Background: an optimization exercise with open tools, aiming at small area, a short achievable clock period and few clock cycles per item. Do not read the settings as production practice.
Where RTL was checked, it was by simulation tests only, not by an equivalence proof against the original.
Function not checked in run 1: the RTL went through the layout flow alone.
Power is estimated from default activity; no workload was simulated.

==> flow/design.v <==
module irig_tce (
    input  wire        clk,
    input  wire        rst,
    input  wire        load,
    input  wire        tick,
    input  wire [1:0]  rc,           
    output reg         cmd_ready,
    input  wire        tbl_we,
    input  wire [6:0]  tbl_addr,
    input  wire [7:0]  tbl_wdata,
    input  wire        cfg_irig,
    input  wire        cfg_year,
    input  wire        cfg_ieee,
    input  wire        leap_ins,
    input  wire        leap_del,
    input  wire [6:0]  leap_tyear,
    input  wire [8:0]  leap_tday,
    input  wire [4:0]  leap_thour,
    input  wire [5:0]  leap_tmin,
    input  wire        leap_warn,
    input  wire [6:0]  start_year,
    input  wire [8:0]  start_day,
    input  wire [4:0]  start_hour,
    input  wire [5:0]  start_min,
    input  wire [5:0]  start_sec,
    input  wire        dst_req,
    input  wire        dst_active0,
    input  wire [6:0]  dst_tyear,
    input  wire [8:0]  dst_tday,
    input  wire [4:0]  dst_thour,
    input  wire [5:0]  dst_tmin,
    input  wire        cfg_off_sign,
    input  wire [3:0]  cfg_off_hours,
    input  wire        cfg_off_half,
    input  wire [3:0]  tq,
    input  wire [3:0]  dut1,
    input  wire [10:0] fsync,
    input  wire [10:0] fhour,
    output reg         pd_valid,
    input  wire        pd_ready,
    output reg  [9:0]  pd_dur,
    output reg  [10:0] pd_freq,
    output reg  [1:0]  pd_level,
    output reg         fault,
    output reg  [2:0]  fcause,
    output reg  [6:0]  findex,
    output reg  [6:0]  ct_year,
    output reg  [8:0]  ct_day,
    output reg  [4:0]  ct_hour,
    output reg  [5:0]  ct_min,
    output reg  [5:0]  ct_sec,
    output reg         dst_active,
    output reg         dst_pend,
    output reg         off_sign,
    output reg  [3:0]  off_hours,
    output reg         off_half
);
    localparam [1:0] LVL_OFF = 2'd0, LVL_LOW = 2'd1, LVL_HIGH = 2'd2;
    localparam [1:0] K_ZERO = 2'd0, K_ONE = 2'd1, K_PI = 2'd2;
    localparam [1:0] G_TICK = 2'd0, G_NOTICK = 2'd1, G_MARK = 2'd2;
    localparam [1:0] ST_IDLE = 2'd0, ST_GRP = 2'd1, ST_BITS = 2'd2;
    localparam [3:0] D_T0 = 4'd0, D_T1 = 4'd1, D_N0 = 4'd2, D_W = 4'd3, D_Q = 4'd4,
                     D_M0 = 4'd5, D_MQ = 4'd6, D_I1 = 4'd7, D_I2 = 4'd8;
    function [5:0] enc;
        input [7:0] e;
        input       irig;
        reg   [3:0] op, a;
        begin
            op = e[7:4];
            a  = e[3:0];
            if (op >= 4'd13)
                enc = 6'h3B;
            else if (irig && (op == 4'd1 || op >= 4'd7))
                enc = 6'h3D;
            else begin
                case (op)
                    4'd0:  enc = (a >= 4'd3) ? 6'h3C : (a == 4'd0) ? 6'h00 :
                                 (a == 4'd1) ? 6'h30 : 6'h31;
                    4'd1:  enc = (a >= 4'd3) ? 6'h3C : (a == 4'd0) ? 6'h32 :
                                 (a == 4'd1) ? 6'h33 : 6'h34;
                    4'd2:  enc = {2'b00, a};
                    4'd3:  enc = 6'h35;
                    4'd4:  enc = {2'b01, a};
                    4'd5:  enc = 6'h10;
                    4'd6:  enc = 6'h36;
                    4'd7:  enc = 6'h37;
                    4'd8:  enc = 6'h38;
                    4'd9:  enc = 6'h39;
                    4'd10: enc = (a == 4'd0) ? 6'h00 : {2'b10, a};
                    default: enc = 6'h3A;
                endcase
            end
        end
    endfunction
    function cdec;               
        input [5:0] c;
        cdec = (c[5:4] == 2'b01) || (c == 6'h35) || (c == 6'h37);
    endfunction
    function [8:0] dcd;
        input [5:0] c;
        input [3:0] dg;
        input       curz;
        input [3:0] d1v;
        input       lw;
        input       act;
        reg   [3:0] m;
        reg         f;
        reg   [2:0] cs;
        reg   [1:0] k, ty;
        reg         dc;
        begin
            m  = c[3:0];
            f  = 1'b0;
            cs = 3'd0;
            k  = K_ZERO;
            ty = G_TICK;
            dc = 1'b0;
            case (c[5:4])
                2'd0: k = ((dg & m) != 4'd0) ? K_ONE : K_ZERO;
                2'd1: begin
                    dc = 1'b1;
                    k  = ((dg & m) != 4'd0) ? K_ONE : K_ZERO;
                end
                2'd2: k = ((d1v & m) != 4'd0) ? K_ONE : K_ZERO;
                default: begin
                    case (m)
                        4'd0:  k = K_ONE;
                        4'd1:  k = K_PI;
                        4'd2:  begin k = K_ZERO; ty = G_NOTICK; end
                        4'd3:  begin k = K_ONE;  ty = G_NOTICK; end
                        4'd4:  begin k = K_PI;   ty = G_NOTICK; end
                        4'd5:  begin k = K_PI;   dc = 1'b1; end
                        4'd6:  k = K_PI;
                        4'd7:  begin k = K_PI;   ty = G_NOTICK; dc = 1'b1; end
                        4'd8:  ty = G_MARK;
                        4'd9:  k = lw ? K_ONE : K_ZERO;
                        4'd10: k = act ? K_ONE : K_ZERO;
                        4'd12: begin f = 1'b1; cs = 3'd2; end
                        4'd13: begin f = 1'b1; cs = 3'd3; end
                        default: begin f = 1'b1; cs = 3'd1; end
                    endcase
                end
            endcase
            if (dc && curz) begin
                f  = 1'b1;
                cs = 3'd4;
            end
            dcd = {f, cs, k, dc, ty};
        end
    endfunction
    function [7:0] bcd7;         
        input [6:0] v;
        reg   [14:0] s;
        integer i;
        begin
            s = {8'd0, v};
            for (i = 0; i < 7; i = i + 1) begin
                if (s[10:7] >= 4'd5) s[10:7] = s[10:7] + 4'd3;
                if (s[14:11] >= 4'd5) s[14:11] = s[14:11] + 4'd3;
                s = s << 1;
            end
            bcd7 = s[14:7];
        end
    endfunction
    function [3:0] inc10;
        input [3:0] v;
        inc10 = (v == 4'd9) ? 4'd0 : v + 4'd1;
    endfunction
    reg        irig;             
    reg        zai;              
    reg [4:0]  cur;
    reg [1:0]  st;
    reg [1:0]  sub;
    reg        gx;               
    reg [1:0]  gtype, gkind;
    reg        gfsel, gfault;
    reg [2:0]  gcause;
    reg [1:0]  rc_q;
    reg [2:0]  settle;
    reg [6:0]  b;                
    reg        ph;               
    reg [1:0]  kc;               
    reg        chg;              
    reg [5:0]  e1;               
    reg [3:0]  d1;               
    reg [3:0]  d1b;              
    reg [8:0]  k1;               
    reg        k1_fsel;          
    reg  [365:0] wv;             
    reg  [5:0]   wpos;           
    reg  [59:0]  iv [0:4];       
    reg          wr_busy, wr_w;
    reg  [5:0]   wr_idx;
    reg  [2:0]   wr_ring;
    reg  [3:0]   wr_cnt;
    reg  [5:0]   wr_code;
    wire [6:0] ia = tbl_addr - 7'd64;
    wire       w_ok = (tbl_addr < 7'd61);
    wire       i_ok = (tbl_addr >= 7'd64) && (tbl_addr < 7'd114);
    wire       wr_take = tbl_we && !wr_busy && (w_ok || i_ok);
    reg        lv;               
    reg  [2:0] ia_ring;
    reg  [3:0] ia_idx;
    always @* begin
        case (tbl_addr)
            7'd64: begin ia_ring = 3'd0; ia_idx = 4'd0; end
            7'd65: begin ia_ring = 3'd0; ia_idx = 4'd1; end
            7'd66: begin ia_ring = 3'd0; ia_idx = 4'd2; end
            7'd67: begin ia_ring = 3'd0; ia_idx = 4'd3; end
            7'd68: begin ia_ring = 3'd0; ia_idx = 4'd4; end
            7'd69: begin ia_ring = 3'd0; ia_idx = 4'd5; end
            7'd70: begin ia_ring = 3'd0; ia_idx = 4'd6; end
            7'd71: begin ia_ring = 3'd0; ia_idx = 4'd7; end
            7'd72: begin ia_ring = 3'd0; ia_idx = 4'd8; end
            7'd73: begin ia_ring = 3'd0; ia_idx = 4'd9; end
            7'd74: begin ia_ring = 3'd1; ia_idx = 4'd0; end
            7'd75: begin ia_ring = 3'd1; ia_idx = 4'd1; end
            7'd76: begin ia_ring = 3'd1; ia_idx = 4'd2; end
            7'd77: begin ia_ring = 3'd1; ia_idx = 4'd3; end
            7'd78: begin ia_ring = 3'd1; ia_idx = 4'd4; end
            7'd79: begin ia_ring = 3'd1; ia_idx = 4'd5; end
            7'd80: begin ia_ring = 3'd1; ia_idx = 4'd6; end
            7'd81: begin ia_ring = 3'd1; ia_idx = 4'd7; end
            7'd82: begin ia_ring = 3'd1; ia_idx = 4'd8; end
            7'd83: begin ia_ring = 3'd1; ia_idx = 4'd9; end
            7'd84: begin ia_ring = 3'd2; ia_idx = 4'd0; end
            7'd85: begin ia_ring = 3'd2; ia_idx = 4'd1; end
            7'd86: begin ia_ring = 3'd2; ia_idx = 4'd2; end
            7'd87: begin ia_ring = 3'd2; ia_idx = 4'd3; end
            7'd88: begin ia_ring = 3'd2; ia_idx = 4'd4; end
            7'd89: begin ia_ring = 3'd2; ia_idx = 4'd5; end
            7'd90: begin ia_ring = 3'd2; ia_idx = 4'd6; end
            7'd91: begin ia_ring = 3'd2; ia_idx = 4'd7; end
            7'd92: begin ia_ring = 3'd2; ia_idx = 4'd8; end
            7'd93: begin ia_ring = 3'd2; ia_idx = 4'd9; end
            7'd94: begin ia_ring = 3'd3; ia_idx = 4'd0; end
            7'd95: begin ia_ring = 3'd3; ia_idx = 4'd1; end
            7'd96: begin ia_ring = 3'd3; ia_idx = 4'd2; end
            7'd97: begin ia_ring = 3'd3; ia_idx = 4'd3; end
            7'd98: begin ia_ring = 3'd3; ia_idx = 4'd4; end
            7'd99: begin ia_ring = 3'd3; ia_idx = 4'd5; end
            7'd100: begin ia_ring = 3'd3; ia_idx = 4'd6; end
            7'd101: begin ia_ring = 3'd3; ia_idx = 4'd7; end
            7'd102: begin ia_ring = 3'd3; ia_idx = 4'd8; end
            7'd103: begin ia_ring = 3'd3; ia_idx = 4'd9; end
            7'd104: begin ia_ring = 3'd4; ia_idx = 4'd0; end
            7'd105: begin ia_ring = 3'd4; ia_idx = 4'd1; end
            7'd106: begin ia_ring = 3'd4; ia_idx = 4'd2; end
            7'd107: begin ia_ring = 3'd4; ia_idx = 4'd3; end
            7'd108: begin ia_ring = 3'd4; ia_idx = 4'd4; end
            7'd109: begin ia_ring = 3'd4; ia_idx = 4'd5; end
            7'd110: begin ia_ring = 3'd4; ia_idx = 4'd6; end
            7'd111: begin ia_ring = 3'd4; ia_idx = 4'd7; end
            7'd112: begin ia_ring = 3'd4; ia_idx = 4'd8; end
            7'd113: begin ia_ring = 3'd4; ia_idx = 4'd9; end
            default: begin ia_ring = 3'd0; ia_idx = 4'd0; end
        endcase
    end
    reg  [3:0] fpos, fframe;
    reg  [2:0] ftab;
    always @* begin
        case (fframe)
            4'd0:    ftab = 3'd0;
            4'd6:    ftab = 3'd2;
            4'd7:    ftab = 3'd3;
            4'd8:    ftab = 3'd2;
            4'd9:    ftab = 3'd4;
            default: ftab = 3'd1;
        endcase
    end
    wire f_rest = (fframe == 4'd0 && fpos <= 4'd2) || (fframe >= 4'd2 && fpos == 4'd0) ||
                  (fframe >= 4'd10);
    wire f_live = (fframe < 4'd10) && !(fframe == 4'd0 && fpos < 4'd2);
    wire bit_fetch;              
    wire f_step = (st == ST_BITS) ? bit_fetch : !f_rest;
    wire [59:0] ring_f = iv[ftab];
    wire [5:0]  e_f    = (ftab == 3'd0) ? ring_f[17:12] : ring_f[5:0];
    reg        lm_q, dfc_q, dpm_q;
    reg        arm_del_q, arm_ins_q, s59_q, m59_q, dge_q, h22_q, h23_q;
    reg [1:0]  dh_q;
    reg [6:0]  dr_q;             
    reg [3:0]  dt_q, du_q;       
    reg [11:0] sp_q;             
    reg [16:0] sbs_q;            
    wire [8:0] ylen = (ct_year[1:0] == 2'b00) ? 9'd366 : 9'd365;
    wire       lm   = (ct_year == leap_tyear) && (ct_day == leap_tday) &&
                      (ct_hour == leap_thour) && (ct_min == leap_tmin);
    wire [7:0] by = bcd7(ct_year);
    wire [7:0] bm = bcd7({1'b0, ct_min});
    wire [7:0] bs = bcd7({1'b0, ct_sec});
    wire [7:0] dtu = bcd7(dr_q);
    reg  [3:0] yt_q, yu_q, mu_q, su_q, hu_q;
    reg  [2:0] mt_q, st_q;
    reg  [1:0] ht_q;
    always @(posedge clk) begin
        yt_q <= by[7:4];
        yu_q <= by[3:0];
        mt_q <= bm[6:4];
        mu_q <= bm[3:0];
        st_q <= bs[6:4];
        su_q <= bs[3:0];
        ht_q <= (ct_hour >= 5'd20) ? 2'd2 : (ct_hour >= 5'd10) ? 2'd1 : 2'd0;
        hu_q <= (ct_hour >= 5'd20) ? ct_hour[3:0] - 4'd4 :
                (ct_hour >= 5'd10) ? ct_hour[3:0] - 4'd10 : ct_hour[3:0];
    end
    reg  [12:0] h225;
    always @* begin
        case (ct_hour)
            5'd0: h225 = 13'd0;     5'd1: h225 = 13'd225;   5'd2: h225 = 13'd450;
            5'd3: h225 = 13'd675;   5'd4: h225 = 13'd900;   5'd5: h225 = 13'd1125;
            5'd6: h225 = 13'd1350;  5'd7: h225 = 13'd1575;  5'd8: h225 = 13'd1800;
            5'd9: h225 = 13'd2025;  5'd10: h225 = 13'd2250; 5'd11: h225 = 13'd2475;
            5'd12: h225 = 13'd2700; 5'd13: h225 = 13'd2925; 5'd14: h225 = 13'd3150;
            5'd15: h225 = 13'd3375; 5'd16: h225 = 13'd3600; 5'd17: h225 = 13'd3825;
            5'd18: h225 = 13'd4050; 5'd19: h225 = 13'd4275; 5'd20: h225 = 13'd4500;
            5'd21: h225 = 13'd4725; 5'd22: h225 = 13'd4950; 5'd23: h225 = 13'd5175;
            default: h225 = 13'd0;
        endcase
    end
    always @(posedge clk) begin
        lm_q  <= lm;
        arm_del_q <= !zai && leap_del && ct_sec == 6'd58 && lm;
        arm_ins_q <= !zai && leap_ins && ct_sec == 6'd59 && lm;
        s59_q <= (ct_sec == 6'd59);
        m59_q <= (ct_min == 6'd59);
        h22_q <= (ct_hour >= 5'd22);
        h23_q <= (ct_hour == 5'd23);
        dge_q <= (ct_day >= ylen);
        dfc_q <= (ct_year == dst_tyear) && (ct_day == dst_tday) &&
                 ((ct_min != 6'd59 && ct_hour == dst_thour && ct_min + 6'd1 == dst_tmin) ||
                  (ct_min == 6'd59 && ct_hour + 5'd1 == dst_thour && dst_tmin == 6'd0));
        dpm_q <= (dst_tmin != 6'd0) ?
                     (ct_year == dst_tyear && ct_day == dst_tday && ct_hour == dst_thour &&
                      ct_min + 6'd1 == dst_tmin) :
                 (dst_thour != 5'd0) ?
                     (ct_year == dst_tyear && ct_day == dst_tday && ct_min == 6'd59 &&
                      ct_hour + 5'd1 == dst_thour) :
                 (dst_tday > 9'd1) ?
                     (ct_year == dst_tyear && ct_min == 6'd59 && ct_hour == 5'd23 &&
                      ct_day + 9'd1 == dst_tday) :
                     (ct_min == 6'd59 && ct_hour == 5'd23 && ct_day == ylen &&
                      ((dst_tyear == 7'd0 && ct_year == 7'd99) ||
                       (dst_tyear <= 7'd100 && ct_year + 7'd1 == dst_tyear) ||
                       (dst_tyear > 7'd100 && {1'b0, ct_year} + 8'd101 == {1'b0, dst_tyear})));
        dh_q <= (ct_day >= 9'd300) ? 2'd3 : (ct_day >= 9'd200) ? 2'd2 :
                (ct_day >= 9'd100) ? 2'd1 : 2'd0;
        dr_q <= (ct_day >= 9'd300) ? ct_day - 9'd300 : (ct_day >= 9'd200) ? ct_day - 9'd200 :
                (ct_day >= 9'd100) ? ct_day - 9'd100 : ct_day[6:0];
        dt_q <= dtu[7:4];
        du_q <= dtu[3:0];
        sp_q <= {ct_min, 6'd0} - {4'd0, ct_min, 2'd0} + {6'd0, ct_sec};
        sbs_q <= {h225, 4'd0} + {5'd0, sp_q};
    end
    wire m59     = m59_q;
    wire ins_arm = arm_ins_q;
    wire wrap    = zai || arm_del_q || (!arm_ins_q && s59_q);
    wire [5:0] nsec = wrap ? 6'd0 : ins_arm ? 6'd60 : ct_sec + 6'd1;
    wire fire    = wrap && dst_pend && dfc_q;
    reg  [5:0] nmin;
    reg  [4:0] h1, h2, nhour;
    reg        hw, dw;
    reg  [8:0] dd, nday;
    reg  [6:0] nyear;
    reg        nact, npend, nosign, nohalf;
    reg  [3:0] nohours;
    always @* begin
        nmin = wrap ? (m59 ? 6'd0 : ct_min + 6'd1) : ct_min;
        nact    = dst_active;
        npend   = dst_pend;
        nosign  = off_sign;
        nohours = off_hours;
        nohalf  = off_half;
        if (fire) begin
            npend = 1'b0;
            nact  = !dst_active;
            if (!dst_active) begin
                if (!off_sign) begin
                    if (off_hours == 4'd15) begin
                        nosign  = 1'b1;
                        nohours = off_half ? 4'd7 : 4'd8;
                    end else
                        nohours = off_hours + 4'd1;
                end else begin
                    if (off_hours == 4'd0) begin
                        nosign  = 1'b0;
                        nohours = off_half ? 4'd0 : 4'd1;
                    end else
                        nohours = off_hours - 4'd1;
                end
            end else begin
                if (off_sign) begin
                    if (off_hours == 4'd15) begin
                        nosign  = 1'b0;
                        nohours = off_half ? 4'd7 : 4'd8;
                    end else
                        nohours = off_hours + 4'd1;
                end else begin
                    if (off_hours == 4'd0) begin
                        nosign  = 1'b1;
                        nohours = off_half ? 4'd0 : 4'd1;
                    end else
                        nohours = off_hours - 4'd1;
                end
            end
        end
        case ({wrap && m59, fire, fire && dst_active})
            3'b100:         begin h2 = ct_hour + 5'd1; hw = h23_q; end
            3'b010:         begin h2 = ct_hour + 5'd1; hw = h23_q; end
            3'b110:         begin h2 = ct_hour + 5'd2; hw = h22_q; end
            3'b011:         begin h2 = ct_hour - 5'd1; hw = 1'b0; end
            default:        begin h2 = ct_hour;        hw = 1'b0; end
        endcase
        nhour = hw ? {4'd0, h23_q && !(h2 == 5'd24)} : h2;
        dd    = hw ? ct_day + 9'd1 : ct_day;
        dw    = hw && dge_q;
        nday  = dw ? 9'd1 : dd;
        nyear = dw ? ((ct_year >= 7'd99) ? 7'd0 : ct_year + 7'd1) : ct_year;
    end
    reg  nextra;
    always @(posedge clk) nextra <= dw && leap_warn;
    wire [3:0] n_su = (wrap || ins_arm) ? 4'd0 : inc10(su_q);
    wire [3:0] n_st = wrap ? 4'd0 : ins_arm ? 4'd6 :
                      (su_q == 4'd9) ? {1'b0, st_q} + 4'd1 : {1'b0, st_q};
    wire [3:0] n_mu = wrap ? inc10(mu_q) : mu_q;
    wire [3:0] n_yu = dw ? inc10(yu_q) : yu_q;
    wire [3:0] iy_t = cfg_year ? yt_q : 4'd0;
    wire [3:0] iy_u = cfg_year ? yu_q : 4'd0;
    wire [13:0] cf_data = cfg_ieee ?
        {tq, off_half, off_hours, off_sign, dst_active, dst_pend && dpm_q,
         leap_del && lm_q, (leap_ins || leap_del) && lm_q} : 14'd0;
    reg        par_q;
    always @(posedge clk)
        par_q <= cfg_ieee & (^cf_data ^ ^iy_t ^ ^iy_u ^ ^dh_q ^ ^dt_q ^ ^du_q ^ ^ht_q ^
                             ^hu_q ^ ^mt_q ^ ^mu_q ^ ^st_q ^ ^su_q);
    wire [14:0] cf_q = {par_q, cf_data};
    function [3:0] wdig;         
        input [4:0] i;
        begin
            case (i)
                5'd0: wdig = yt_q;
                5'd1: wdig = {2'b00, dh_q};
                5'd2: wdig = dt_q;
                5'd3: wdig = du_q;
                5'd4: wdig = {2'b00, ht_q};
                5'd5: wdig = hu_q;
                5'd6: wdig = {1'b0, mt_q};
                5'd7: wdig = mu_q;
                5'd8: wdig = yu_q;
                default: wdig = 4'd0;
            endcase
        end
    endfunction
    function [3:0] idig;         
        input [4:0] i;
        begin
            case (i)
                5'd0:  idig = {3'd0, sbs_q[16]};
                5'd1:  idig = sbs_q[15:12];
                5'd2:  idig = sbs_q[11:8];
                5'd3:  idig = sbs_q[7:4];
                5'd4:  idig = sbs_q[3:0];
                5'd6:  idig = {1'b0, cf_q[14:12]};
                5'd7:  idig = cf_q[11:8];
                5'd8:  idig = cf_q[7:4];
                5'd9:  idig = cf_q[3:0];
                5'd10: idig = iy_t;
                5'd11: idig = iy_u;
                5'd13: idig = {2'b00, dh_q};
                5'd14: idig = dt_q;
                5'd15: idig = du_q;
                5'd16: idig = {2'b00, ht_q};
                5'd17: idig = hu_q;
                5'd18: idig = {1'b0, mt_q};
                5'd19: idig = mu_q;
                5'd20: idig = {1'b0, st_q};
                5'd21: idig = su_q;
                default: idig = 4'd0;
            endcase
        end
    endfunction
    wire [5:0] wpos_m1 = (wpos == 6'd0) ? 6'd60 : wpos - 6'd1;
    wire       w_at0   = (nsec == wpos);
    wire       w_al    = w_at0 || (nsec == wpos_m1);
    wire [5:0] e_w     = w_at0 ? wv[5:0] : wv[365:360];
    function [22:0] desc;        
        input [3:0]  id;
        input [1:0]  kd;
        input [1:0]  rq;
        input        b42;
        input [10:0] fm;
        reg   [9:0]  w, q, m, s, mq;
        begin
            case (kd)
                K_ONE:   begin w = 10'd570; m = 10'd5; end
                K_PI:    begin w = 10'd770; m = 10'd8; end
                default: begin w = 10'd170; m = 10'd2; end
            endcase
            case ({kd, rq})
                4'b0001: q = 10'd810;  4'b0010: q = 10'd790;
                4'b0101: q = 10'd410;  4'b0110: q = 10'd390;
                4'b1001: q = 10'd210;  4'b1010: q = 10'd190;
                4'b0100, 4'b0111: q = 10'd400;
                4'b1000, 4'b1011: q = 10'd200;
                default: q = 10'd800;
            endcase
            case (rq)
                2'd1:    mq = 10'd210;
                2'd2:    mq = 10'd190;
                default: mq = 10'd200;
            endcase
            case ({kd, b42 && rq == 2'd1, b42 && rq == 2'd2})
                4'b0010: s = 10'd9;  4'b0001: s = 10'd7;
                4'b0110: s = 10'd6;  4'b0101: s = 10'd4;
                4'b1010: s = 10'd3;  4'b1001: s = 10'd1;
                4'b0100, 4'b0111: s = 10'd5;
                4'b1000, 4'b1011: s = 10'd2;
                default: s = 10'd8;
            endcase
            case (id)
                D_T0: desc = {10'd5, 11'd1000, LVL_HIGH};
                D_T1: desc = {10'd25, 11'd0, LVL_OFF};
                D_N0: desc = {10'd30, 11'd0, LVL_OFF};
                D_W:  desc = {w, 11'd100, LVL_LOW};
                D_Q:  desc = {q, 11'd0, LVL_OFF};
                D_M0: desc = {10'd800, fm, LVL_HIGH};
                D_MQ: desc = {mq, 11'd0, LVL_OFF};
                D_I1: desc = {m, 11'd1000, LVL_HIGH};
                default: desc = {s, 11'd1000, LVL_LOW};
            endcase
        end
    endfunction
    function [3:0] gfirst;
        input [1:0] ty;
        gfirst = (ty == G_MARK) ? D_M0 : (ty == G_NOTICK) ? D_N0 : D_T0;
    endfunction
    function [3:0] gnext;        
        input [1:0] ty;
        input [1:0] sb;
        begin
            case (ty)
                G_MARK:   gnext = D_MQ;
                G_NOTICK: gnext = (sb == 2'd1) ? D_W : D_Q;
                default:  gnext = (sb == 2'd1) ? D_T1 : (sb == 2'd2) ? D_W : D_Q;
            endcase
        end
    endfunction
    function [1:0] glast;
        input [1:0] ty;
        glast = (ty == G_MARK) ? 2'd1 : (ty == G_NOTICK) ? 2'd2 : 2'd3;
    endfunction
    wire accept_tick = cmd_ready && tick && !load && !fault;
    wire accept_load = cmd_ready && load;
    wire xfer        = pd_valid && pd_ready;
    assign bit_fetch = xfer && (st == ST_BITS) && !ph;
    wire in_bits  = (st == ST_BITS);
    wire prime_e  = !irig || (st == ST_IDLE) || (in_bits && ((b == 7'd98 && ph) || b == 7'd99));
    wire prime_k  = !irig || (st == ST_IDLE) || (in_bits && b == 7'd99);
    wire [5:0] r1_0 = iv[0][5:0];
    wire [5:0] r1_1 = iv[0][11:6];
    wire [4:0] cur_w = wrap ? 5'd8 : cur;        
    wire [4:0] cur_s = cur - {4'd0, k1[2]};
    wire [4:0] eff_n = cur_s - {4'd0, cdec(e1)};
    reg        need_al;          
    reg  [5:0] rot_cnt;
    reg        spec_q;           
    wire [6:0] al_d0 = {1'b0, nsec} - {1'b0, wpos};
    wire [6:0] al_d1 = al_d0[6] ? al_d0 + 7'd61 : al_d0;
    wire [5:0] al_dist  = (al_d1 == 7'd60) ? 6'd0 : al_d1[5:0];
    wire       al_go = need_al && lv && !irig && !chg && !wr_busy;
    reg        rot_w, sub_w;
    reg [4:0]  rot_i, sub_i;
    integer    t;
    always @* begin
        sub_w = wr_busy && wr_w && ((wpos == wr_idx) || (wr_idx > 6'd60));
        rot_w = (wr_busy && wr_w) || (rot_cnt != 6'd0) || spec_q;
        for (t = 0; t < 5; t = t + 1) begin
            rot_i[t] = (f_step && f_live && ftab == t) ||
                       (f_step && t == 0 && fframe == 4'd1 && fpos < 4'd2) ||
                       (wr_busy && !wr_w && wr_ring == t);
            sub_i[t] = wr_busy && !wr_w && wr_ring == t && wr_cnt == wr_idx[3:0];
        end
    end
    always @(posedge clk) begin
        if (rot_w) begin
            wv   <= {sub_w ? wr_code : wv[5:0], wv[365:6]};
            wpos <= (wpos >= 6'd60) ? 6'd0 : wpos + 6'd1;
        end
        for (t = 0; t < 5; t = t + 1)
            if (rot_i[t])
                iv[t] <= {sub_i[t] ? wr_code : iv[t][5:0], iv[t][59:6]};
        if (wr_busy) begin
            if (wr_w) begin
                if (sub_w) wr_busy <= 1'b0;
            end else begin
                wr_cnt <= wr_cnt + 4'd1;
                if (wr_cnt >= 4'd9) wr_busy <= 1'b0;
            end
        end else if (wr_take) begin
            wr_busy <= 1'b1;
            wr_w    <= w_ok;
            wr_idx  <= w_ok ? tbl_addr[5:0] : {2'b00, ia_idx};
            wr_ring <= ia_ring;
            wr_cnt  <= 4'd0;
            wr_code <= enc(tbl_wdata, !w_ok);
        end
        spec_q <= accept_tick && !irig && w_at0;
        if (al_go)
            rot_cnt <= al_dist;
        else if (rot_cnt != 6'd0)
            rot_cnt <= rot_cnt - 6'd1;
        if (accept_load || accept_tick || (wr_busy && sub_w))
            need_al <= 1'b1;
        else if (al_go)
            need_al <= 1'b0;
        fpos   <= fpos_n;
        fframe <= fframe_n;
    end
    reg [3:0] fpos_n, fframe_n;
    always @* begin
        fpos_n   = fpos;
        fframe_n = fframe;
        if (f_step) begin
            if (fpos >= 4'd9) begin
                fpos_n   = 4'd0;
                fframe_n = fframe + 4'd1;
            end else
                fpos_n = fpos + 4'd1;
        end else if (st != ST_BITS) begin
            fpos_n   = 4'd2;
            fframe_n = 4'd0;
        end
    end
    wire f_rest_n = (fframe_n == 4'd0 && fpos_n <= 4'd2) || (fframe_n >= 4'd2 && fpos_n == 4'd0) ||
                    (fframe_n >= 4'd10);
    reg [22:0] t_pd;
    reg        t_valid, t_fault;
    reg [1:0]  t_st;
    reg [4:0]  t_cur;
    reg [3:0]  t_d;
    always @* begin
        t_fault = 1'b0;
        t_st    = ST_GRP;
        t_valid = 1'b1;
        t_pd    = {10'd5, 11'd1000, LVL_HIGH};
        if (nextra) begin
            t_pd = {10'd5, 11'd1000, LVL_HIGH};
        end else if (k1[8]) begin
            t_valid = 1'b0;
            t_fault = 1'b1;
            t_st    = ST_IDLE;
        end else if (!irig) begin
            case (k1[1:0])
                G_MARK:   t_pd = {10'd800, k1_fsel ? fhour : fsync, LVL_HIGH};
                G_NOTICK: t_pd = {10'd30, 11'd0, LVL_OFF};
                default:  t_pd = {10'd5, 11'd1000, LVL_HIGH};
            endcase
        end else begin
            t_st = ST_BITS;
            t_pd = desc(D_I1, k1[4:3], 2'd0, 1'b0, 11'd0);
        end
        if (irig)
            t_cur = (nextra || k1[8]) ? 5'd21 : 5'd21 - {4'd0, k1[2]};
        else
            t_cur = cur_w - {4'd0, k1[2] && !k1[8]};
        case (5'd21 - {4'd0, k1[2]} - {4'd0, cdec(e1)})
            5'd21:   t_d = n_su;
            5'd20:   t_d = n_st;
            default: t_d = n_mu;
        endcase
    end
    wire t_bits = irig && !nextra && !k1[8];        
    reg [3:0]  x_id;
    reg [1:0]  x_kd;
    reg        x_fs;
    reg        x_valid, x_fault, x_gx0, x_bits0, x_l1, x_l2, x_subinc;
    reg [1:0]  x_st;
    reg [2:0]  x_cause;
    reg [6:0]  x_findex;
    always @* begin
        x_id     = D_T0;
        x_kd     = K_ZERO;
        x_fs     = gfsel;
        x_valid  = 1'b1;
        x_fault  = 1'b0;
        x_cause  = k1[7:5];
        x_findex = 7'd0;
        x_st     = st;
        x_gx0    = 1'b0;            
        x_bits0  = 1'b0;            
        x_l1     = 1'b0;            
        x_l2     = 1'b0;            
        x_subinc = 1'b0;
        if (st == ST_GRP) begin
            if (sub == (gx ? 2'd3 : glast(gtype))) begin
                if (gx && !irig) begin
                    x_gx0 = 1'b1;
                    if (gfault) begin
                        x_valid  = 1'b0;
                        x_fault  = 1'b1;
                        x_cause  = gcause;
                        x_findex = {1'b0, ct_sec};
                        x_st     = ST_IDLE;
                    end else
                        x_id = gfirst(gtype);
                end else if (gx) begin
                    x_gx0 = 1'b1;
                    if (k1[8]) begin
                        x_valid = 1'b0;
                        x_fault = 1'b1;
                        x_st    = ST_IDLE;
                    end else begin
                        x_id    = D_I1;
                        x_kd    = k1[4:3];
                        x_bits0 = 1'b1;
                        x_st    = ST_BITS;
                    end
                end else begin
                    x_valid = 1'b0;
                    x_st    = ST_IDLE;
                end
            end else begin
                x_subinc = 1'b1;
                x_id     = gx ? gnext(G_TICK, sub + 2'd1) : gnext(gtype, sub + 2'd1);
                x_kd     = gx ? K_ZERO : gkind;
            end
        end else begin
            if (!ph) begin
                x_l2 = 1'b1;
                x_id = D_I2;
                x_kd = kc;
            end else if (b == 7'd99) begin
                x_valid = 1'b0;
                x_st    = ST_IDLE;
            end else if (k1[8]) begin
                x_valid  = 1'b0;
                x_fault  = 1'b1;
                x_findex = b + 7'd1;
                x_st     = ST_IDLE;
            end else begin
                x_l1 = 1'b1;
                x_id = D_I1;
                x_kd = k1[4:3];
            end
        end
    end
    wire [22:0] x_pd = desc(x_id, x_kd, rc_q, b == 7'd42, x_fs ? fhour : fsync);
    wire [3:0] p_d  = irig ? (cdec(r1_0) ? n_st : n_su) : (wrap ? n_yu : wdig(cur_w));
    wire [3:0] p_db = wrap ? n_mu : wdig(cur_w - 5'd1);
    wire [8:0] k_in  = dcd(e1, d1, cur == 5'd0, dut1, leap_warn, dst_active);
    wire [8:0] k_pr  = irig ? dcd(r1_0, d1, 1'b0, dut1, leap_warn, nact) :
                              dcd(e1, cdec(e1) ? d1b : d1, cur_w == 5'd0, dut1, leap_warn, nact);
    reg [2:0] settle_n;
    reg [1:0] st_n;
    always @* begin
        settle_n = (settle != 3'd0) ? settle - 3'd1 : 3'd0;
        st_n     = st;
        if (rst) begin
            settle_n = 3'd0;
            st_n     = ST_IDLE;
        end else if (accept_load) begin
            settle_n = 3'd3;
        end else if (accept_tick) begin
            settle_n = 3'd3;
            st_n     = t_st;
        end else if (xfer)
            st_n = x_st;
        if (rot_w || (rot_i != 5'd0) || wr_busy || wr_take || spec_q)
            if (settle_n < 3'd2) settle_n = 3'd2;
        if ((need_al && lv && !irig) || rot_cnt != 6'd0)
            if (settle_n == 3'd0) settle_n = 3'd1;
    end
    always @(posedge clk) begin
        chg       <= accept_load || accept_tick;
        st        <= st_n;
        settle    <= settle_n;
        cmd_ready <= (st_n == ST_IDLE) && (settle_n == 3'd0) && f_rest_n;
        if (prime_e)
            e1 <= irig ? r1_1 : e_w;
        else if (xfer && x_l2)
            e1 <= e_f;
        if (accept_tick && t_bits)
            d1 <= t_d;
        else if (xfer && (x_l1 || x_bits0) && !prime_e)
            d1 <= idig(eff_n);
        else if (prime_e)
            d1 <= p_d;
        d1b <= p_db;
        if (prime_k) begin
            k1      <= k_pr;
            k1_fsel <= (nmin == 6'd0);
        end else if (xfer && x_l2)
            k1 <= k_in;
        if (accept_tick || xfer)
            {pd_dur, pd_freq, pd_level} <= accept_tick ? t_pd : x_pd;
        if (rst)
            pd_valid <= 1'b0;
        else if (accept_tick)
            pd_valid <= t_valid;
        else if (xfer)
            pd_valid <= x_valid;
        if (rst)
            lv <= 1'b0;
        else if (accept_load)
            lv <= 1'b1;
        if (accept_load) begin
            ct_year    <= start_year;
            ct_day     <= start_day;
            ct_hour    <= start_hour;
            ct_min     <= start_min;
            ct_sec     <= start_sec;
            zai        <= 1'b0;
            dst_active <= dst_active0;
            dst_pend   <= dst_req;
            off_sign   <= cfg_off_sign;
            off_hours  <= cfg_off_hours;
            off_half   <= cfg_off_half;
            irig       <= cfg_irig;
            cur        <= cfg_irig ? 5'd21 : 5'd8;
            fault      <= 1'b0;
            fcause     <= 3'd0;
            findex     <= 7'd0;
        end else if (accept_tick) begin
            ct_year    <= nyear;
            ct_day     <= nday;
            ct_hour    <= nhour;
            ct_min     <= nmin;
            ct_sec     <= nsec;
            zai        <= ins_arm;
            dst_active <= nact;
            dst_pend   <= npend;
            off_sign   <= nosign;
            off_hours  <= nohours;
            off_half   <= nohalf;
            rc_q       <= rc;
            gtype    <= k1[1:0];
            gkind    <= k1[4:3];
            gfsel    <= k1_fsel;
            gfault   <= k1[8];
            gcause   <= k1[7:5];
            gx       <= nextra;
            sub      <= 2'd0;
            cur      <= t_cur;
            kc       <= k1[4:3];
            b        <= 7'd0;
            ph       <= 1'b0;
            if (t_fault && !nextra) begin
                fault  <= 1'b1;
                fcause <= k1[7:5];
                findex <= irig ? 7'd0 : {1'b0, nsec};
            end
        end else if (xfer) begin
            if (x_fault) begin
                fault  <= 1'b1;
                fcause <= x_cause;
                findex <= x_findex;
            end
            if (x_gx0) begin
                gx  <= 1'b0;
                sub <= 2'd0;
            end
            if (x_subinc)
                sub <= sub + 2'd1;
            if (x_bits0 || x_l1) begin
                kc  <= k1[4:3];
                cur <= cur_s;
                ph  <= 1'b0;
            end
            if (x_bits0)
                b <= 7'd0;
            if (x_l1)
                b <= b + 7'd1;
            if (x_l2)
                ph <= 1'b1;
        end
    end
endmodule
==> flow/flow/run.sh <==
#!/bin/bash
set -e
cat >> config.mk <<'EOC'
export SETUP_SLACK_MARGIN = 9.2
export TNS_END_PERCENT = 100
EOC
bash standard.sh > flow_standard.log 2>&1
==> flow/standard.sh <==
#!/bin/bash
# synth_recipe.tcl (not shown) runs the flow's synth.tcl, then flattens the netlist and writes it again
# the make line also repeats each setting of config.mk as NAME=value (left out here)
make -C /OpenROAD-flow-scripts/flow DESIGN_CONFIG=/design/flow/config.mk WORK_HOME=/design/flow/orfs CLKGATE_MAP_FILE= SYNTH_SCRIPT=/design/flow/synth_recipe.tcl "${@:-finish}"
==> flow/config.mk <==
export PLATFORM = sky130hd
export DESIGN_NAME = irig_tce
export DESIGN_NICKNAME = irig_tce
export VERILOG_FILES = /design/flow/design.v
export SDC_FILE = /design/flow/constraint.sdc
export NUM_CORES = 4
export LEC_CHECK = 0
export CAP_MARGIN = 20
export CORE_MARGIN = 2
export CORE_UTILIZATION = 40
export PLACE_DENSITY = 0.6
export SLEW_MARGIN = 20
export SETUP_SLACK_MARGIN = 9.2
export TNS_END_PERCENT = 100
==> flow/constraint.sdc <==
create_clock -name core_clock -period 13.0 [get_ports {clk}]
set_input_delay 2.6000 -clock core_clock [delete_from_list [all_inputs] [get_ports {clk}]]
set_output_delay 2.6000 -clock core_clock [all_outputs]
set_load 0.01 [all_outputs]
==> results of run 1 <==
through the flow:
| step | util [%] | hold WS [ps] | area [µm²] | worst slack, ps | total power (W) |
|---|---|---|---|---|---|
| final | 49.6 | 327 | 52100 | 8980 | 0.00884 |
| after global routing | 49.6 | 335 | 52100 | 8940 | 0.00923 |
| after CTS | 48.6 | 325 | 51000 | 8940 | 0.00888 |
| after detailed placement | 44.2 | 312 | 46500 | 7050 | 0.00578 |
| after global placement | 44.2 | 312 | 46500 | 7080 | 0.00577 |
| after floorplan | - | 310 | 42900 | 8300 | 0.00536 |
power breakdown:
| part | internal, W | leakage (nW) | total [W] | switching (W) |
|---|---|---|---|---|
| combinational | 0.000420 | 8.32 | 0.00106 | 0.000637 |
| clock | 0.00177 | 1.71 | 0.00301 | 0.00124 |
| sequential | 0.00440 | 9.10 | 0.00478 | 0.000375 |
| total | 0.00659 | 19.1 | 0.00884 | 0.00225 |
Yosys cell counts (26+ instances only):
cell type	count
o22ai_1	31
xnor2_1	142
nand3_1	80
clkbuf_1	113
o21ai_0	141
nand4_1	35
inv_1	134
ha_1	157
nor3_1	64
nor2_1	223
edfxtp_1	812
mux2_2	58
a21oi_1	185
mux2i_1	83
dfxtp_1	133
a211oi_1	40
nand2_1	220
xor2_1	77
and3_1	26
nor2b_1	29
nand2b_1	41
sequential cells by signal, summed over array words and instances (netlist names), 7 cells and up:
signal,flops
findex,7
dr_q,7
pd_freq,11
sp_q,11
iv,300
ct_year,7
k1,9
h225,12
sbs_q,17
b,7
pd_dur,10
ct_day,9
wv,366
worst max-delay path by stage:
stage / from / slack (ps) / cells after the start / endpoint
floorplan: pd_ready / 8300 / 5 / iv[1][0]
global placement: load / 7080 / 13 / h225[9]
detailed placement: load / 7050 / 13 / h225[9]
CTS: ct_sec[4] / 8940 / 2 / ct_sec[4]
global route: ct_sec[4] / 8940 / 2 / ct_sec[4]
finish: ct_sec[4] / 8980 / 2 / ct_sec[4]
placed cells by master (no fill, tap or decap), drive strengths merged, types with 23 or more instances in the layout:
cell,n
nor3,68
dfxtp,133
nor2,225
clkbuf,123
mux2i,83
xnor2,144
xor2,78
o21ai,156
buf,260
ha,157
nor2b,29
mux2,58
nor4,25
o22ai,32
a21o,23
and3,26
nand2b,41
clkdlybuf4s50,104
dlymetal6s2s,24
edfxtp,812
a211oi,42
clkinv,54
nand2,222
nand4,35
nand3,82
inv,142
a31oi,23
and2,25
a21oi,190
metal layers:
layer / vias up / part of all wire (%) / GRT usage [%]
met4: 0 / 3.4 / 6.64
met1: 13800 / 45 / 28.1
met2: 926 / 46 / 30.3
met3: 221 / 6.2 / 3.08
li1: 13000 / - / -
met5: - / 0 / 0
kinds of logic (layout without fill, tap and decap cells):
| family | after synthesis | count (layout) | synth area share, % |
|---|---|---|---|
| and+or+nand+nor | 855 | 858 | 10.1 |
| adders and majority gates | 159 | 159 | 4.74 |
| xor gates and xnor gates | 222 | 222 | 4.65 |
| buffers and inverters | 278 | 742 | 2.54 |
| DFF | 945 | 945 | 64.0 |
| muxes | 141 | 141 | 3.51 |
| other | 0 | 2 | 0 |
| AOI/OAI and AO/OA | 679 | 679 | 10.5 |
layout make-up:
type | count | area, µm² | area share [%]
Sequential cell | 945 | 27100 | 52.0
Multi-Input combinational cell | 2059 | 15400 | 29.6
Timing Repair Buffer | 407 | 3630 | 6.97
Clock buffer | 115 | 2630 | 5.05
Tap cell | 1391 | 1740 | 3.34
Clock inverter | 73 | 898 | 1.72
Inverter | 143 | 637 | 1.22
Timing Repair inverter | 4 | 50.0 | 0.0961
Antenna cell | 2 | 5.00 | 0.00961
timing repair:
item	4_1_cts	5_1_grt
pin swaps	32	53
buffers inserted	96	54
cloned	7	5
hold endpoints to repair	0	0
endpoints found under the setup margin	685	503
gates resized for setup	544	140
==> key figures, run 1 <==
Run status
  • Status: finished clean

Route
  • Post-DRT Antenna Nets: 0
  • Via count: between 20000 and 30000
  • Total routed wirelength: between 100000 and 150000 µm
  • DR iter-0 viols: between 2000 and 3000
  • DR vias/cell: 5.45
  • Drt drc: 0
  • Wire length per cell: 21.4 µm
  • Router iterations before antenna repair: 6

Synth
  • Synth Net Count: about 3600
  • Netlist cell types: between 90 and 100
  • Yosys top cell area share: around 58%
  • Largest area contributor in the synthesized netlist: edfxtp_1
  • Area contributors post-synth: edfxtp_1 (58%), dfxtp_1 (6.3%), ha_1 (4.6%)
  • Synthesized area: 42300 µm²
  • Async set-reset flop share out of synthesis: 0%
  • Post-Synthesis Cells: 3279
  • Seq/Total Area, Yosys: 64.0%
  • Most used DFF post-synth: edfxtp_1
  • Syn Area/Cell: ~13 µm²
  • Yosys reg bits: approximately 950
  • Warnings from Yosys: 2
  • Post-synth EDFFs: a little over 800

Clock network
  • H-tree Lvls: 3
  • Clk latency of the worst-skew pair: 700 ps
  • CTS Buf Count: 99
  • CTS Hold Buffers Added: 0
  • Reg clk slew, reported paths: around 60 ps
  • Root Buffer: clkbuf_16
  • TritonCTS clock tree: yes
  • Clock Path Buffers: 3
  • Clock Sinks: 945

Floorplanning
  • Die area: around 110000 µm²
  • Die Height: 329 µm
  • Row Count: ~120
  • Die width: between 300 and 400 µm
  • Area of the core: ~110000 µm²
  • Top Ports: between 200 and 250
  • Starting density of the core: between 40% and 50%

Hold path
  • Hold Path Class: flip-flop to flip-flop
  • Hold Path Origin: dr_q[0]
  • Worst hold endpoint: du_q[0]
  • Hold path depth: 0

STA
  • RSZ-0062 raised after global routing: yes
  • Slew @ Worst Pin: 1030 ps
  • Tmin final: approximately 4000 ps
  • Final period utilization: 30.9%
  • Fin Setup TNS: 0 ps
  • Clock Skew: approximately 50 ps
  • Slew HR: 31.0%
  • Final Hold Fails: 0
  • Max-slew violations: 0
  • Fmax: between 0.2 and 0.25 GHz
  • Setup violators final: 0

Power and ir drop
  • Peak VDD IR: roughly 140 µV
  • Leak Pwr: roughly 19 nW
  • P per Cell Area: 170 nW/µm²

Critical path
  • Max incr delay on CP: around 440 ps
  • CP required: 10400 ps
  • CP bufs+invs: 2
  • R2R setup slack: about 9000 ps
  • R2R cell count: 18
  • Top cell family by delay on the critical path: flip-flops
  • CP startpoint kind: flip-flop
  • Crit-path max FO: 2
  • Worst-path cell chain: buf_8 -> buf_6
  • Crit Reg-Reg Endpoint: h225[8]
  • Crit path max-delay cell type: edfxtp_1
  • Crit path DAT: 1420 ps
  • Critical setup path kind: flip-flop to primary output
  • Nature of the critical path endpoint: primary output
  • FF-to-FF Start: s59_q

Global routing
  • Grt total ovfl: 0
  • Initial antenna violation count: 3
  • Vias in the first global route: between 20000 and 30000
  • Total Routing Usage GR: around a fifth
  • First-pass GRT wire length: ~160000 µm
  • Maximum number of pins on one net before global-route repair: approximately 180

Layout
  • Layout filler cell count: about 9000
  • P&R area growth vs syn: 23.2%
  • Nets: between 3000 and 4000
  • Layout cells sized above 1: around a fifth
  • Non-Filler Instances: 5139

Flow run
  • Max-cap violations: 0

Placement
  • Placed cell count: roughly 4800
  • Dpl hpwl: 70900 µm
  • PortBufs: 230
  • GPL Wtd Cong: between 0.9 and 1
==> run 2, diff against run 1 <==
--- a/flow/design.v
+++ b/flow/design.v
@@ -148,6 +148,19 @@
             dcd = {f, cs, k, dc, ty};
         end
     endfunction
+    function [3:0] add3;         
+        input [3:0] d;
+        begin
+            case (d)
+                4'd5:    add3 = 4'd8;
+                4'd6:    add3 = 4'd9;
+                4'd7:    add3 = 4'd10;
+                4'd8:    add3 = 4'd11;
+                4'd9:    add3 = 4'd12;
+                default: add3 = d;
+            endcase
+        end
+    endfunction
     function [7:0] bcd7;         
         input [6:0] v;
         reg   [14:0] s;
@@ -155,8 +168,8 @@
         begin
             s = {8'd0, v};
             for (i = 0; i < 7; i = i + 1) begin
-                if (s[10:7] >= 4'd5) s[10:7] = s[10:7] + 4'd3;
-                if (s[14:11] >= 4'd5) s[14:11] = s[14:11] + 4'd3;
+                s[10:7]  = add3(s[10:7]);
+                s[14:11] = add3(s[14:11]);
                 s = s << 1;
             end
             bcd7 = s[14:7];
@@ -344,8 +357,8 @@
                        (dst_tyear > 7'd100 && {1'b0, ct_year} + 8'd101 == {1'b0, dst_tyear})));
         dh_q <= (ct_day >= 9'd300) ? 2'd3 : (ct_day >= 9'd200) ? 2'd2 :
                 (ct_day >= 9'd100) ? 2'd1 : 2'd0;
-        dr_q <= (ct_day >= 9'd300) ? ct_day - 9'd300 : (ct_day >= 9'd200) ? ct_day - 9'd200 :
-                (ct_day >= 9'd100) ? ct_day - 9'd100 : ct_day[6:0];
+        dr_q <= ct_day - ((ct_day >= 9'd300) ? 9'd300 : (ct_day >= 9'd200) ? 9'd200 :
+                          (ct_day >= 9'd100) ? 9'd100 : 9'd0);
         dt_q <= dtu[7:4];
         du_q <= dtu[3:0];
         sp_q <= {ct_min, 6'd0} - {4'd0, ct_min, 2'd0} + {6'd0, ct_sec};
==> flow/flow/run.sh (replaced) <==
#!/bin/bash
set -e
cat >> config.mk <<'EOC'
export SETUP_SLACK_MARGIN = 9.2
export TNS_END_PERCENT = 100
export BUFFER_PORTS_ARGS = -buffer_cell sky130_fd_sc_hd__buf_1
export CTS_ARGS = -sink_clustering_enable -repair_clock_nets -sink_clustering_size 20 -sink_clustering_max_diameter 120 -buf_list sky130_fd_sc_hd__clkbuf_16 -dont_use_dummy_load
EOC
bash standard.sh > flow_standard.log 2>&1
--- a/flow/config.mk
+++ b/flow/config.mk
@@ -12,3 +12,5 @@
 export SLEW_MARGIN = 20
 export SETUP_SLACK_MARGIN = 9.2
 export TNS_END_PERCENT = 100
+export BUFFER_PORTS_ARGS = -buffer_cell sky130_fd_sc_hd__buf_1
+export CTS_ARGS = -sink_clustering_enable -repair_clock_nets -sink_clustering_size 20 -sink_clustering_max_diameter 120 -buf_list sky130_fd_sc_hd__clkbuf_16 -dont_use_dummy_load
==> run 2 against run 1 <==
Still clean on timing, DRC and antenna. Maximum frequency grew 1.6%. Combinational power rose by about 20%. Die area down 0.67%. Clock skew up 8.0 ps. Sequential share of layout area rose by 4.2 points. Critical endpoint is now ct_year[4].
==> key figures, run 2 <==
Run status
  • Status: finished clean

Global routing
  • Maximum number of pins on one net before global-route repair: between 150 and 200
  • Vias in the first global route: 25800
  • Initial antenna violation count: 2
  • Grt total ovfl: 0
  • First-pass GRT wire length: 157000 µm
  • Total Routing Usage GR: between 10% and 20%

Synth
  • Top cells by count, synth: edfxtp_1 (812), nand2_1 (288), nor2_1 (261)
  • Netlist cell types: a little under 100
  • Largest area contributor in the synthesized netlist: edfxtp_1
  • Seq/Total Area, Yosys: between 60 and 70%
  • Largest family of logic cells by synthesized area: compound AO/OA/AOI/OAI gates
  • Multiplexer share of the synthesized area: roughly 2.8%
  • Synth Net Count: approximately 3600
  • Post-Synthesis Cells: about 3300
  • Warnings from Yosys: 2
  • Async set-reset flop share out of synthesis: 0%
  • Synth Area in Simple Gates: between 10% and 20%
  • Area contributors post-synth: edfxtp_1 (58%), dfxtp_1 (6.3%), ha_1 (3.4%)
  • Syn Area/Cell: about 13 µm²
  • Yosys top cell area share: around three fifths
  • Adder-cell share of the synthesized area: between 3 and 4%
  • XOR/XNOR Fraction of Synth Area: between 4 and 5%
  • Yosys reg bits: about 950
  • Post-synth EDFFs: between 800 and 900
  • Most used DFF post-synth: edfxtp_1
  • Synth Area in Compound Gates: between 10% and 20%
  • Count leader, synth: edfxtp_1
  • Synthesized area: about 42000 µm²

Clock network
  • Clock Sinks: 945
  • CTS Buf Count: 53
  • Reg clk slew, reported paths: roughly 90 ps
  • Root Buffer: clkbuf_16
  • Clock Path Buffers: 3
  • Clk latency of the worst-skew pair: approximately 650 ps
  • H-tree Lvls: 2
  • CTS Hold Buffers Added: 0
  • TritonCTS clock tree: yes

Floorplanning
  • Row Count: 118
  • Die Height: between 300 and 400 µm
  • Top Ports: roughly 230
  • Die width: 328 µm
  • Die area: about 110000 µm²
  • Starting density of the core: 40.5%
  • Area of the core: around 100000 µm²

Power and ir drop
  • Sw Ratio: a little over a quarter
  • Leak Pwr: 17.1 nW
  • Clock power share: 21.0%
  • Seq pwr share: approximately 63%
  • Gate power share: 16.4%
  • Pint: 0.00572 W
  • Final Power: between 0.007 and 0.008 W
  • Peak VDD IR: between 100 and 150 µV
  • P per Cell Area: 161 nW/µm²
  • NetSw: just over 0.002 W

Critical path
  • Worst-path cell chain: buf_12 -> buf_6
  • CP bufs+invs: 2
  • FF-to-FF Start: ct_sec[3]
  • Nature of the critical path endpoint: primary output
  • Crit path DAT: between 1000 and 1500 ps
  • CP startpoint kind: flip-flop
  • CP required: approximately 10000 ps
  • Top cell family by delay on the critical path: flip-flops
  • Crit path max-delay cell type: edfxtp_1
  • Crit Reg-Reg Endpoint: rot_cnt[4]
  • Crit-path max FO: 2
  • Max incr delay on CP: roughly 440 ps
  • R2R setup slack: ~9300 ps
  • Critical setup path kind: flip-flop to primary output
  • R2R cell count: 16

Route
  • DR vias/cell: roughly 5.5
  • Router iterations before antenna repair: 6
  • Via count: roughly 28000
  • Wire length per cell: roughly 21 µm
  • Post-DRT Antenna Nets: 0
  • Drt drc: 0
  • DR iter-0 viols: about 2900
  • Total routed wirelength: 105000 µm

Hold path
  • Hold Path Class: flip-flop to flip-flop
  • Hold path depth: 0
  • Worst hold endpoint: du_q[0]
  • Hold Path Origin: dr_q[0]

Flow run
  • Max-cap violations: 0

STA
  • Fin Setup TNS: 0 ps
  • Slew HR: 23.4%
  • Final period utilization: between 30% and 40%
  • RSZ-0062 raised after global routing: yes
  • Max-slew violations: 0
  • Setup violators final: 0
  • Clock Skew: 57.8 ps
  • Final Hold Fails: 0
  • Slew @ Worst Pin: between 1000 and 1500 ps
  • Fmax: approximately 0.25 GHz
  • Tmin final: roughly 4000 ps

Layout
  • Layout cells sized above 1: between 10% and 20%
  • Most frequent cells in the layout: edfxtp_1 (812), nand2_1 (277), nor2_1 (250), buf_1 (160), o21ai_0 (158)
  • Most common cell after layout, fill and taps aside: edfxtp_1
  • Max reg flops: between 300 and 400
  • Nets: 3915
  • Layout filler cell count: between 9000 and 10000
  • Final Util: between 40% and 50%
  • Top Registers: wv (366), iv (300), sbs_q (17)
  • N_diodes: 0
  • Biggest register: wv
  • P&R area growth vs syn: 14.7%
  • Non-Filler Instances: around 5000

Placement
  • Placed cell count: 4818
  • PortBufs: 230
  • GPL Wtd Cong: a little over 0.9
  • Dpl hpwl: just under 70000 µm
## run 2: what timing repair did
item	in CTS	in global routing
setup buffers	84	50
pin swaps	27	27
hold endpoints to repair	0	0
resized for setup	155	105
endpoints found under the setup margin	522	241
gates cloned	11	6
## run 2: worst max path at each step
stage                           from    endpoint  slack (ps)  depth (start not counted)
after floorplan             pd_ready    iv[4][0]        7200                          5
after global placement          load     h225[9]        7450                         11
after detailed placement        load     h225[9]        7450                         12
after CTS                 ct_year[4]  ct_year[4]        9000                          2
after global routing      ct_year[4]  ct_year[4]        8980                          2
final                     ct_year[4]  ct_year[4]        9050                          2
## run 2: cells by family after synthesis
logic type,Yosys count
AO/OA/AOI/OAI,717
XOR/XNOR,222
adder cells (fa/ha/maj),118
buffers and inverters,283
flip-flops,945
multiplexers,110
AND/OR/NAND/NOR,946
## run 2: per-layer routing
metal	share of wire [%]	vias to the layer above	wire length [µm]	global-route usage, %
li1	-	13000	-	-
met1	47	13500	49100	28.2
met2	43	972	45100	27.8
met3	7.8	164	8250	3.74
met4	2.6	2	2770	4.65
met5	0.0076	-	8	0
## run 2: power by group through the flow
stage                     registers [W]  logic, W  clock network (W)
final                           0.00485   0.00127            0.00162
after detailed placement        0.00492   0.00106                  0
after CTS                       0.00487   0.00122            0.00169
after global placement          0.00491   0.00106                  0
after floorplan                 0.00471  0.000829                  0
after global routing            0.00494   0.00139            0.00179
## run 2: layout make-up
class / count / area, µm² / share of cell area [%]
clock buffers: 53 / 1330 / 2.75
inverters: 124 / 518 / 1.08
multi-input cells: 2114 / 14600 / 30.3
repair inverters: 1 / 8.76 / 0.0182
well taps: 1380 / 1730 / 3.59
repair buffers: 405 / 2920 / 6.06
flip-flops and latches: 945 / 27100 / 56.2
## run 2: per-stage QoR
stage	hold WS (ps)	instance area [µm²]	worst slack (ps)
after floorplan	310	42500	7200
after global placement	313	44500	7450
after detailed placement	315	44500	7450
after CTS	333	47300	9000
after global routing	336	48200	8980
final	333	48200	9050
Testbench counts of run 2, summed over its fixed seeds: cycles 43,832, items 40,182.
==> run 3, diff against run 2 <==
==> flow/flow/run.sh (replaced) <==
#!/bin/bash
set -e
cat >> config.mk <<'EOC'
export SETUP_SLACK_MARGIN = 9.05
export TNS_END_PERCENT = 100
export BUFFER_PORTS_ARGS = -buffer_cell sky130_fd_sc_hd__buf_1
export CTS_ARGS = -sink_clustering_enable -repair_clock_nets -sink_clustering_size 24 -sink_clustering_max_diameter 100 -buf_list sky130_fd_sc_hd__clkbuf_16 -dont_use_dummy_load
EOC
bash standard.sh > flow_standard.log 2>&1
==> flow/config.mk (replaced) <==
export PLATFORM = sky130hd
export DESIGN_NAME = irig_tce
export DESIGN_NICKNAME = irig_tce
export VERILOG_FILES = /design/flow/design.v
export SDC_FILE = /design/flow/constraint.sdc
export NUM_CORES = 4
export LEC_CHECK = 0
export CAP_MARGIN = 20
export CORE_MARGIN = 2
export CORE_UTILIZATION = 60
export PLACE_DENSITY = 0.75
export SLEW_MARGIN = 20
export SETUP_SLACK_MARGIN = 9.05
export TNS_END_PERCENT = 100
export BUFFER_PORTS_ARGS = -buffer_cell sky130_fd_sc_hd__buf_1
export CTS_ARGS = -sink_clustering_enable -repair_clock_nets -sink_clustering_size 24 -sink_clustering_max_diameter 100 -buf_list sky130_fd_sc_hd__clkbuf_16 -dont_use_dummy_load
==> run 3 against run 2 <==
Still clean on timing, DRC and antenna. Area after synthesis is the same. Worst hold slack gained 1.4 ps. Non-clock buffer count shrank 39. Synthesized cell count is the same. Largest power group unchanged. Highest routed layer unchanged.
==> key figures, run 3 <==
Run status
  • Status: finished clean

Layout
  • Biggest register: wv
  • Max reg flops: 366
  • Layout cells sized above 1: 10.9%
  • Most common cell after layout, fill and taps aside: edfxtp_1
  • Most frequent cells in the layout: edfxtp_1 (812), nand2_1 (281), nor2_1 (253), buf_1 (209), o21ai_0 (160)
  • Top Registers: wv (366), iv (300), sbs_q (17)
  • Nets: 3868
  • Design area: roughly 47000 µm²
  • P&R area growth vs syn: 11.1%
  • Layout filler cell count: 4951

Synth
  • Seq/Total Area, Yosys: between 60 and 70%
  • Most used DFF post-synth: edfxtp_1
  • Synthesized area: 42000 µm²
  • Post-Synthesis Cells: 3341
  • Synth Net Count: roughly 3600
  • Async set-reset flop share out of synthesis: 0%
  • Syn Area/Cell: ~13 µm²
  • Yosys reg bits: 945
  • Area contributors post-synth: edfxtp_1 (58%), dfxtp_1 (6.3%), ha_1 (3.4%)
  • Post-synth EDFFs: 812
  • Count leader, synth: edfxtp_1
  • Warnings from Yosys: 2
  • Largest area contributor in the synthesized netlist: edfxtp_1
  • Netlist cell types: between 90 and 100
  • Yosys top cell area share: approximately three fifths
  • Top cells by count, synth: edfxtp_1 (812), nand2_1 (288), nor2_1 (261)

Hold path
  • Hold Path Class: flip-flop to flip-flop
  • Hold Path Origin: sp_q[1]

Placement
  • Dpl hpwl: about 69000 µm
  • Placed standard-cell area: around 44000 µm²
  • PortBufs: 230
  • GPL Wtd Cong: between 0.9 and 1

Critical path
  • Top cell family by delay on the critical path: flip-flops
  • FF-to-FF Start: dst_pend
  • Nature of the critical path endpoint: primary output
  • CP required: 10400 ps
  • Crit path DAT: between 1500 and 2000 ps
  • Worst-path cell chain: buf_1
  • CP startpoint kind: flip-flop
  • Crit-path max FO: 11
  • Crit path launch: ct_hour[2]
  • Critical setup path kind: flip-flop to primary output
  • CP bufs+invs: 1
  • Crit path max-delay cell type: edfxtp_1
  • Max incr delay on CP: 720 ps

STA
  • Setup violators final: 0
  • Max-slew violations: 0
  • Fmax: 0.242 GHz
  • Slew HR: 27.8%
  • Final period utilization: a little under a third
  • RSZ-0062 raised after global routing: yes
  • Clock Skew: roughly 63 ps
  • Final Hold Fails: 0
  • Slew @ Worst Pin: approximately 1100 ps
  • Fin Setup TNS: 0 ps
  • Tmin final: around 4100 ps

Clock network
  • CTS Buf Count: between 40 and 50
  • Clk latency of the worst-skew pair: about 640 ps
  • Reg clk slew, reported paths: ~90 ps
  • H-tree Lvls: 2
  • TritonCTS clock tree: yes
  • Clock Sinks: between 900 and 1000
  • Clock Path Buffers: 3
  • Root Buffer: clkbuf_16

Floorplanning
  • Row Count: 96
  • Die Height: about 270 µm
  • Die area: a little over 70000 µm²
  • Top Ports: roughly 230
  • Starting density of the core: approximately three fifths
  • Die width: 269 µm
  • Area of the core: around 69000 µm²

Route
  • Top Metal Used: met5
  • Post-DRT Antenna Nets: 0
  • Drt drc: 0
  • DR vias/cell: between 6 and 7
  • Wire length per cell: between 20 and 25 µm
  • M1 WL: roughly 45000 µm
  • Router iterations before antenna repair: 8
  • Via count: roughly 28000
  • DR iter-0 viols: around 3400
  • Wire length on met2: about 47000 µm
  • DR WL met3: 8390 µm
  • Total routed wirelength: around 100000 µm

Flow run
  • Max-cap violations: 0

Global routing
  • Grt total ovfl: 0
  • Maximum number of pins on one net before global-route repair: about 100
  • Total Routing Usage GR: between 20% and 30%
  • Vias in the first global route: 26400
  • First-pass GRT wire length: roughly 150000 µm
  • Initial antenna violation count: 4

Power and ir drop
  • Leak Pwr: around 16 nW
  • Peak VDD IR: 151 µV
  • P per Cell Area: 162 nW/µm²
## run 3: cells by family after synthesis
kind of cell | Yosys count | synth area share [%]
xor+xnor | 222 | 4.71
simple gates | 946 | 10.6
flops | 945 | 64.4
fa+ha+maj | 118 | 3.56
buf+inv | 283 | 2.74
compound gates | 717 | 11.2
mux | 110 | 2.82
## run 3: worst paths after layout
| check | to | slack, ps | cells after the start |
|---|---|---|---|
| setup / recovery | ct_hour[2] | 8870 | 1 |
| setup reg to reg | h225[9] | 8970 | 15 |
| hold / removal | sbs_q[1] | 330 | 0 |
| hold reg to reg | sbs_q[1] | 330 | 0 |
## run 3: through the flow
stage / total power, W / hold slack, ps / setup slack (ps) / std cells / utilization [%]
6_report: 0.00756 / 334 / 8870 / 4528 / 67.6
5_1_grt: 0.00788 / 338 / 8820 / 4526 / 67.6
4_1_cts: 0.00756 / 334 / 8820 / 4486 / 66.7
3_5_place_dp: 0.00599 / 318 / 7330 / 4368 / 63.6
3_3_place_gp: 0.00596 / 315 / 7530 / 4368 / 63.6
2_1_floorplan: 0.00554 / 310 / 7200 / 3341 / -
## run 3: report_power, final
part | switching (W) | total [W] | internal (W)
clock | 0.000861 | 0.00149 | 0.000632
combinational | 0.000750 | 0.00120 | 0.000446
sequential | 0.000401 | 0.00487 | 0.00447
total | 0.00201 | 0.00756 | 0.00555
## run 3: layer usage
layer | vias to the layer above | GRT usage, %
met3 | 224 | 3.51
met5 | - | 0
met2 | 1340 | 43.0
met4 | 2 | 9.01
li1 | 12800 | -
met1 | 13800 | 40.9
## run 3: repair_timing
action | 4_1_cts | 5_1_grt
hold buffers | 0 | 0
endpoints found under the setup margin | 454 | 305
setup buffers | 68 | 35
gates resized for setup | 96 | 72
pin swaps | 12 | 32
gates cloned | 4 | 4
## run 3: area by class of cell
cell class	instances	area (µm²)	area share (%)
Multi-Input combinational cell	2114	14500	31.0
Sequential cell	945	27000	58.0
Tap cell	931	1160	2.50
Clock buffer	46	1150	2.47
Antenna cell	2	5.00	0.0107
Inverter	124	504	1.08
Timing Repair Buffer	366	2280	4.89

## re-timing with driven ports
In the flow no input, the clock included, has a driving cell. The finished layouts below were timed again as built, in two steps.
Step 1 sets driving cells, clkbuf_16 on the clock port and buf_2 on the other inputs (assumed; they add their load-dependent delay and slew).
Step 2 times the ports against the registers' clock, not the clock port: input delays grow and output delays shrink by t, the midpoint of the rising clock arrivals with the driver on.
Slacks: ideal / step 1 / step 2; pairs: ideal / step 1.
run	t (ns)	setup slack, ns	worst register clock-pin slew, ns
run 1	0.741	8.981 / 8.914 / 8.361	0.07 / 0.07
run 2	0.693	9.045 / 8.976 / 8.384	0.09 / 0.09
run 3	0.668	8.866 / 8.803 / 8.240	0.11 / 0.11
After both steps every run listed still meets setup and hold. For run 2, which loses most, drivers alone change the setup slack by -0.069 ns; drivers and shift together by -0.661 ns.
